Source: an optimization exercise on an open RTL-to-GDS flow (aim: small area, a short achievable clock period and few clock cycles). Production flows keep margins and buffers that such runs may drop.

==> inputs of exp/cedar <==
## irpc_decode
module irpc_decode (
    input  wire        clk,
    input  wire        rst,         
    input  wire        in_valid,
    input  wire [15:0] in_tick,
    input  wire        in_last,
    output wire        in_ready,
    output reg         out_valid,
    output reg  [2:0]  out_kind,
    output wire [15:0] out_data
);
==> flow/config.mk <==
export PLATFORM = sky130hd
export DESIGN_NAME = irpc_decode
export DESIGN_NICKNAME = irpc_decode
export VERILOG_FILES = /design/flow/design.v
export SDC_FILE = /design/flow/constraint.sdc
export NUM_CORES = 4
export LEC_CHECK = 0
export CAP_MARGIN = 20
export CORE_MARGIN = 2
export CORE_UTILIZATION = 60
export SETUP_SLACK_MARGIN = 4.25
export SLEW_MARGIN = 20
export TNS_END_PERCENT = 5
==> flow/constraint.sdc <==
create_clock -name core_clock -period 8.0 [get_ports {clk}]
set_input_delay 1.6000 -clock core_clock [delete_from_list [all_inputs] [get_ports {clk}]]
set_output_delay 1.6000 -clock core_clock [all_outputs]
set_load 0.01 [all_outputs]
run.sh (not shown) runs the stock make flow with config.mk's settings and CLKGATE_MAP_FILE= SYNTH_SCRIPT=/design/flow/synth_recipe.tcl, a recipe that flattens the netlist after the stock synthesis.
==> inputs of exp/ember, as changes to exp/cedar <==
--- a/flow/design.v
+++ b/flow/design.v
@@ -1,30 +1,33 @@
 module dec_classify (
     input  wire [15:0] a1,        
     input  wire [17:0] a2,        
-    input  wire [11:0] r,
-    input  wire [11:0] rh,        
+    input  wire [10:0] r,
+    input  wire        s1,        
+    input  wire        s2,        
     output wire        p1_3,
     output wire        p1_h,
     output wire        m2_0,
     output wire        m2_1,
     output wire        m2_2,
     output wire        m2_3,
     output wire        m2_h
 );
     wire n1 = a1[15];
     wire n2 = a2[17];
     wire [14:0] u1 = a1[14:0];        
     wire [16:0] u2 = a2[16:0];        
-    assign p1_3 = !n1 && (u1 >= {3'd0, r});
-    assign p1_h = !n1 && (u1[14:1] >= {2'd0, rh});
+    wire [13:0] h1 = s1 ? {1'b0, u1[14:2]} : u1[14:1];
+    wire [13:0] h2 = s2 ? {1'b0, u2[16:4]} : u2[16:3];
+    assign p1_3 = !n1 && (u1 >= {4'd0, r});
+    assign p1_h = !n1 && (h1 >= {3'd0, r});
     assign m2_0 = !n2;
-    assign m2_1 = !n2 && (u2 >= {5'd0, r});
-    assign m2_2 = !n2 && (u2[16:1] >= {4'd0, r});
-    assign m2_3 = !n2 && (u2[16:2] >= {3'd0, r});
-    assign m2_h = !n2 && (u2[16:3] >= {2'd0, rh});
+    assign m2_1 = !n2 && (u2 >= {6'd0, r});
+    assign m2_2 = !n2 && (u2[16:1] >= {5'd0, r});
+    assign m2_3 = !n2 && (u2[16:2] >= {4'd0, r});
+    assign m2_h = !n2 && (h2 >= {3'd0, r});
 endmodule
 module irpc_decode (
     input  wire        clk,
     input  wire        rst,         
     input  wire        in_valid,
     input  wire [15:0] in_tick,
@@ -53,40 +56,28 @@
     reg [10:0] tch;                     
     reg [11:0] tcl3;                    
     reg        ipre;                    
     reg        cempty;
     reg [15:0] a1r;
     reg [17:0] a2r;
-    reg [11:0] rl;                      
-    reg [11:0] rh;                      
+    reg [10:0] rr;                      
+    reg        s1r, s2r;
     reg        fv, fl, fchk;
     reg        hld, hb;                 
     reg        ycl;                     
     reg        ciris;                   
     reg [2:0]  fam;
     reg [18:0] acc;                     
     reg        nrep;                    
     reg        par;                     
     reg [1:0]  ao;                      
     reg [2:0]  sv;                      
     reg [10:0] nsym;
     reg        owe_end, owe_done;
-    reg [1:0]  sd;
-    reg        nclr;
-    wire [10:0] nsym_e = nclr ? 11'd0 : nsym;
-    reg  [10:0] odl;
-    always @(*) begin
-        case (out_kind)
-            K_HEAD:  odl = tcl;
-            K_SYM:   odl = {9'd0, sd};
-            K_END:   odl = nsym;
-            K_DONE:  odl = (fam == F_SONY) ? 11'd5 : 11'd0;
-            default: odl = 11'd0;
-        endcase
-    end
-    assign out_data = {(out_kind == K_HEAD) ? fam : 3'd0, 2'b00, odl};
+    reg [13:0] od;                      
+    assign out_data = {od[13:11], 2'b00, od[10:0]};
     wire [10:0] pend = tch;
     wire cl      = (st == S_CL);
     wire cl_hi   = !cc[0];              
     wire cl_iris = (cf == CF_IRIS);
     wire cl_nec  = (cf == CF_NEC);
     wire cl_sony = (cf == CF_SONY);
@@ -96,24 +87,24 @@
                              {1'b0, tch, 1'b0})
                           : {2'd0, tcl};
     wire        tsub1 = ycl && (cc[0] || ciris);
     wire        tsub2 = !ycl || cc[0] || ciris;
     wire [19:0] w1 = {2'b00, tx1, 1'b1} + {({6'd0, top} ^ {19{tsub1}}), tsub1};
     wire [19:0] w2 = {2'b00, tx2, 1'b1} + {({6'd0, top} ^ {19{tsub2}}), tsub2};
-    wire [9:0]  tcp = cc[0] ? tcl[9:0] : tch[9:0];
-    wire [11:0] tr  = ycl ? (cl_nec ? {tcp, 2'b00} : {1'b0, tcp, 1'b0}) : {1'b0, tcl};
-    wire [11:0] trh = (!ycl && fam == F_NEC) ? {tcl, 1'b0} : tr;
+    wire [10:0] tr  = ycl ? {(cc[0] ? tcl[9:0] : tch[9:0]), 1'b0} : tcl;
+    wire        ts1 = ycl ? cl_nec : (fam == F_NEC);
+    wire        ts2 = !ycl && (fam == F_NEC);
     wire p1_3, p1_h, m2_0, m2_1, m2_2, m2_3, m2_h;
     dec_classify u_t (
-        .a1(a1r), .a2(a2r), .r(rl), .rh(rh),
+        .a1(a1r), .a2(a2r), .r(rr), .s1(s1r), .s2(s2r),
         .p1_3(p1_3), .p1_h(p1_h), .m2_0(m2_0), .m2_1(m2_1), .m2_2(m2_2),
         .m2_3(m2_3), .m2_h(m2_h)
     );
     wire [6:0] fg = {p1_3, p1_h, m2_0, m2_1, m2_2, m2_3, m2_h};
     wire g_t0 = cl_sony ? fg[6] : fg[5];               
-    wire g_t1 = cl_iris ? fg[0] : fg[1];               
+    wire g_t1 = (cf == CF_AEHA) ? fg[1] : fg[0];       
     wire g_hi = g_t0 && (cl_sony || g_t1);             
     wire g_q  = g_t0 || (!cl_sony && g_t1);            
     wire        upd_lo = !cc[0];
     wire [10:0] tcu    = upd_lo ? tcl : tch;
     wire        go_up  = upd_lo ? (g_q && tcl < 11'd800) : (g_hi && tch <= 11'd795);
     reg [7:0] dstep;
@@ -193,16 +184,18 @@
             out_valid <= 1'b0;
         end else begin
             out_valid <= 1'b0;
             if (owe_end) begin
                 out_valid <= 1'b1;
                 out_kind  <= K_END;
+                od        <= {3'd0, nsym};
                 owe_end   <= 1'b0;
             end else if (owe_done) begin
                 out_valid <= 1'b1;
                 out_kind  <= K_DONE;
+                od        <= (fam == F_SONY) ? 14'd5 : 14'd0;
                 owe_done  <= 1'b0;
             end
             case (st)
                 S_K0: if (xv && !(fv && nec_bits)) begin
                     x_cons = 1'b1;
                     acc    <= {3'd0, x};
@@ -244,24 +237,25 @@
                         tcl     <= cempty ? 11'd0 : tc_up;
                         tch     <= 11'd0;
                         out_valid <= 1'b1;
                         if (!cempty && cf == CF_SONY) begin
                             if (!len2 || xl) begin
                                 out_kind <= K_DONE;
+                                od       <= 14'd5;
                             end else
                                 out_valid <= 1'b0;
                         end else begin
                             out_kind <= K_HEAD;
+                            od       <= cempty ? 14'd0 : {{1'b0, cf} + 3'd1, tc_up};
                         end
                         acc  <= acc + {3'd0, x};
                         xs   <= 1'b0;
                         nrep <= 1'b0;
                         par  <= 1'b0;
                         ao   <= 2'd0;
                         nsym <= 11'd0;
-                        nclr <= 1'b0;
                         if (!len2 || xl) begin
                             st_n = S_K0;
                             if (!cempty && cf == CF_NEC) owe_end <= 1'b1;
                             if (cempty || cf != CF_SONY) owe_done <= 1'b1;
                         end else
                             st_n = S_BODY;
@@ -273,25 +267,27 @@
                     xs     <= !xs;
                     if (xl) st_n = S_K0;
                 end
             endcase
             a1r <= {w1[19], w1[18:4]};
             a2r <= {w2[19], w2[18:2]};
-            rl  <= tr;
-            rh  <= trh;
+            rr  <= tr;
+            s1r <= ts1;
+            s2r <= ts2;
             if (x_adv) begin
                 fl   <= xl;
                 fchk <= (acc >= 19'd216000);
             end
             if (fv) begin
                 if (fam == F_NEC) begin
                     if (!nrep) begin
                         if (!par) begin
                             if (fchk) begin
                                 out_valid <= 1'b1;
                                 out_kind  <= K_END;
+                                od        <= {3'd0, nsym};
                                 nrep      <= 1'b1;
                                 sv[0]     <= isH;
                                 if (fl) owe_done <= 1'b1;
                             end else begin
                                 sv[0] <= is1;
                                 if (fl) begin
@@ -308,24 +304,22 @@
                                     owe_end  <= 1'b1;
                                     owe_done <= 1'b1;
                                 end
                             end else if (pend != 11'd0) begin
                                 out_valid <= 1'b1;
                                 out_kind  <= K_SYM;
-                                sd        <= 2'd2;
+                                od        <= 14'd2;
                                 tch       <= pend_dec;
-                                nsym      <= nsym_e + 11'd1;
-                                nclr      <= 1'b0;
+                                nsym      <= nsym + 11'd1;
                                 hld       <= 1'b1;
                                 hb        <= s_val;
                             end else begin
                                 out_valid <= 1'b1;
                                 out_kind  <= K_SYM;
-                                sd        <= {1'b0, s_val};
-                                nsym      <= nsym_e + 11'd1;
-                                nclr      <= 1'b0;
+                                od        <= {13'd0, s_val};
+                                nsym      <= nsym + 11'd1;
                                 par       <= 1'b0;
                                 hld       <= 1'b0;
                                 if (fl) begin
                                     owe_end  <= 1'b1;
                                     owe_done <= 1'b1;
                                 end
@@ -337,86 +331,84 @@
                             par   <= 1'b1;
                             if (fl) owe_done <= 1'b1;
                         end else begin
                             if (sv[0] && is4) begin
                                 out_valid <= 1'b1;
                                 out_kind  <= K_REPEAT;
+                                od        <= 14'd0;
                             end
                             par <= 1'b0;
                             if (fl) owe_done <= 1'b1;
                         end
                     end
                 end else if (fam == F_AEHA) begin
                     case (ao)
                         2'd0: begin
                             ao <= 2'd1;
                             if (fl) begin
-                                owe_end  <= (nsym_e != 11'd0);
+                                owe_end  <= (nsym != 11'd0);
                                 owe_done <= 1'b1;
                             end
                         end
                         2'd1: begin
                             if (!ge4) begin
                                 out_valid <= 1'b1;
                                 out_kind  <= K_SYM;
-                                sd        <= asym;
-                                nsym      <= nsym_e + 11'd1;
-                                nclr      <= 1'b0;
+                                od        <= {12'd0, asym};
+                                nsym      <= nsym + 11'd1;
                                 ao        <= 2'd0;
                             end else
                                 ao <= 2'd2;
                             if (fl) begin
-                                owe_end  <= (nsym_e != 11'd0) || !ge4;
+                                owe_end  <= (nsym != 11'd0) || !ge4;
                                 owe_done <= 1'b1;
                             end
                         end
                         2'd2: begin
                             sv <= ge4 ? {1'b1, 1'b0, isH} : {1'b0, asym};
                             ao <= 2'd3;
                             if (fl) begin
                                 if (!ge4) begin
                                     out_valid <= 1'b1;
                                     out_kind  <= K_SYM;
-                                    sd        <= asym;
-                                    nsym      <= nsym_e + 11'd1;
-                                    nclr      <= 1'b0;
+                                    od        <= {12'd0, asym};
+                                    nsym      <= nsym + 11'd1;
                                 end
-                                owe_end  <= (nsym_e != 11'd0) || !ge4;
+                                owe_end  <= (nsym != 11'd0) || !ge4;
                                 owe_done <= 1'b1;
                             end
                         end
                         default: begin  
                             if (sv[2] && sv[0] && is4) begin
                                 out_valid <= 1'b1;
                                 out_kind  <= K_END;
-                                nclr      <= 1'b1;
+                                od        <= {3'd0, nsym};
+                                nsym      <= 11'd0;
                                 ao        <= 2'd0;
                                 if (fl) owe_done <= 1'b1;
                             end else if (!sv[2]) begin
                                 out_valid <= 1'b1;
                                 out_kind  <= K_SYM;
-                                sd        <= sv[1:0];
-                                nsym      <= nsym_e + 11'd1;
-                                nclr      <= 1'b0;
+                                od        <= {12'd0, sv[1:0]};
+                                nsym      <= nsym + 11'd1;
                                 ao        <= 2'd1;
                                 if (fl) begin
                                     owe_end  <= 1'b1;
                                     owe_done <= 1'b1;
                                 end
                             end else begin
                                 sv <= ge4 ? {1'b1, 1'b0, isH} : {1'b0, asym};
                                 ao <= 2'd3;
                                 if (fl) begin
                                     if (!ge4) begin
                                         out_valid <= 1'b1;
                                         out_kind  <= K_SYM;
-                                        sd        <= asym;
-                                        nsym      <= nsym_e + 11'd1;
-                                        nclr      <= 1'b0;
+                                        od        <= {12'd0, asym};
+                                        nsym      <= nsym + 11'd1;
                                     end
-                                    owe_end  <= (nsym_e != 11'd0) || !ge4;
+                                    owe_end  <= (nsym != 11'd0) || !ge4;
                                     owe_done <= 1'b1;
                                 end
                             end
                         end
                     endcase
                 end else begin
@@ -436,11 +428,10 @@
             st   <= st_n;
             ycl  <= (st_n == S_CL);
             mh_n = (f_hold && pend != 11'd1) ||
                    (x_adv && xs && nec_bits && pend != 11'd0);
             k0b_n = (x_adv || (fv && f_hold)) && nec_bits;
             rdy  <= !(xv_n && ((st_n == S_CL) || (st_n == S_BODY && mh_n) ||
-                               (st_n == S_K0 && k0b_n))) ||
-                    (cl_go && len2 && cc == 5'd16 && tc_up <= tch && !owe_end);
+                               (st_n == S_K0 && k0b_n)));
         end
     end
 endmodule
- CORE_UTILIZATION: 60 -> 40
- SETUP_SLACK_MARGIN: 4.25 -> 4.5
- TNS_END_PERCENT: 5 -> default
==> notes.md <==
Between exp/ember and exp/cedar, the lower critical path depth is in exp/ember (gap 3). In exp/ember the synthesized area is lower than in exp/cedar, by about 4%. Core utilization: exp/cedar is higher than exp/ember (19 points). In flip-flop and latch count, exp/cedar and exp/ember do not differ. exp/ember produced a clean layout. exp/cedar passed the timing, design-rule and antenna checks.
No functional check of the RTL was part of any run of this note.

## separate check: timing with driven ports
How much do the figures lean on ideal ports? The routed layouts below were timed once more, with nothing changed but the port constraints. Step 1: set_driving_cell puts a clkbuf_16 on clk and a buf_2 on each other input, an assumption about the parent block. Step 2 also shifts input and output timing later by t, the mid clock arrival at the registers, as if the neighbouring blocks saw the same clock. Three values: ideal, step 1, step 2; two values: the first two.
run | shift t [ns] | setup WS [ns] | hold WS [ns]
exp/cedar | 0.494 | 3.517 / 3.517 / 3.517 | 0.568 / 0.568 / 0.568
exp/ember | 0.531 | 3.850 / 3.850 / 3.850 | 0.556 / 0.556 / 0.556
After both steps every run listed still meets setup and hold.
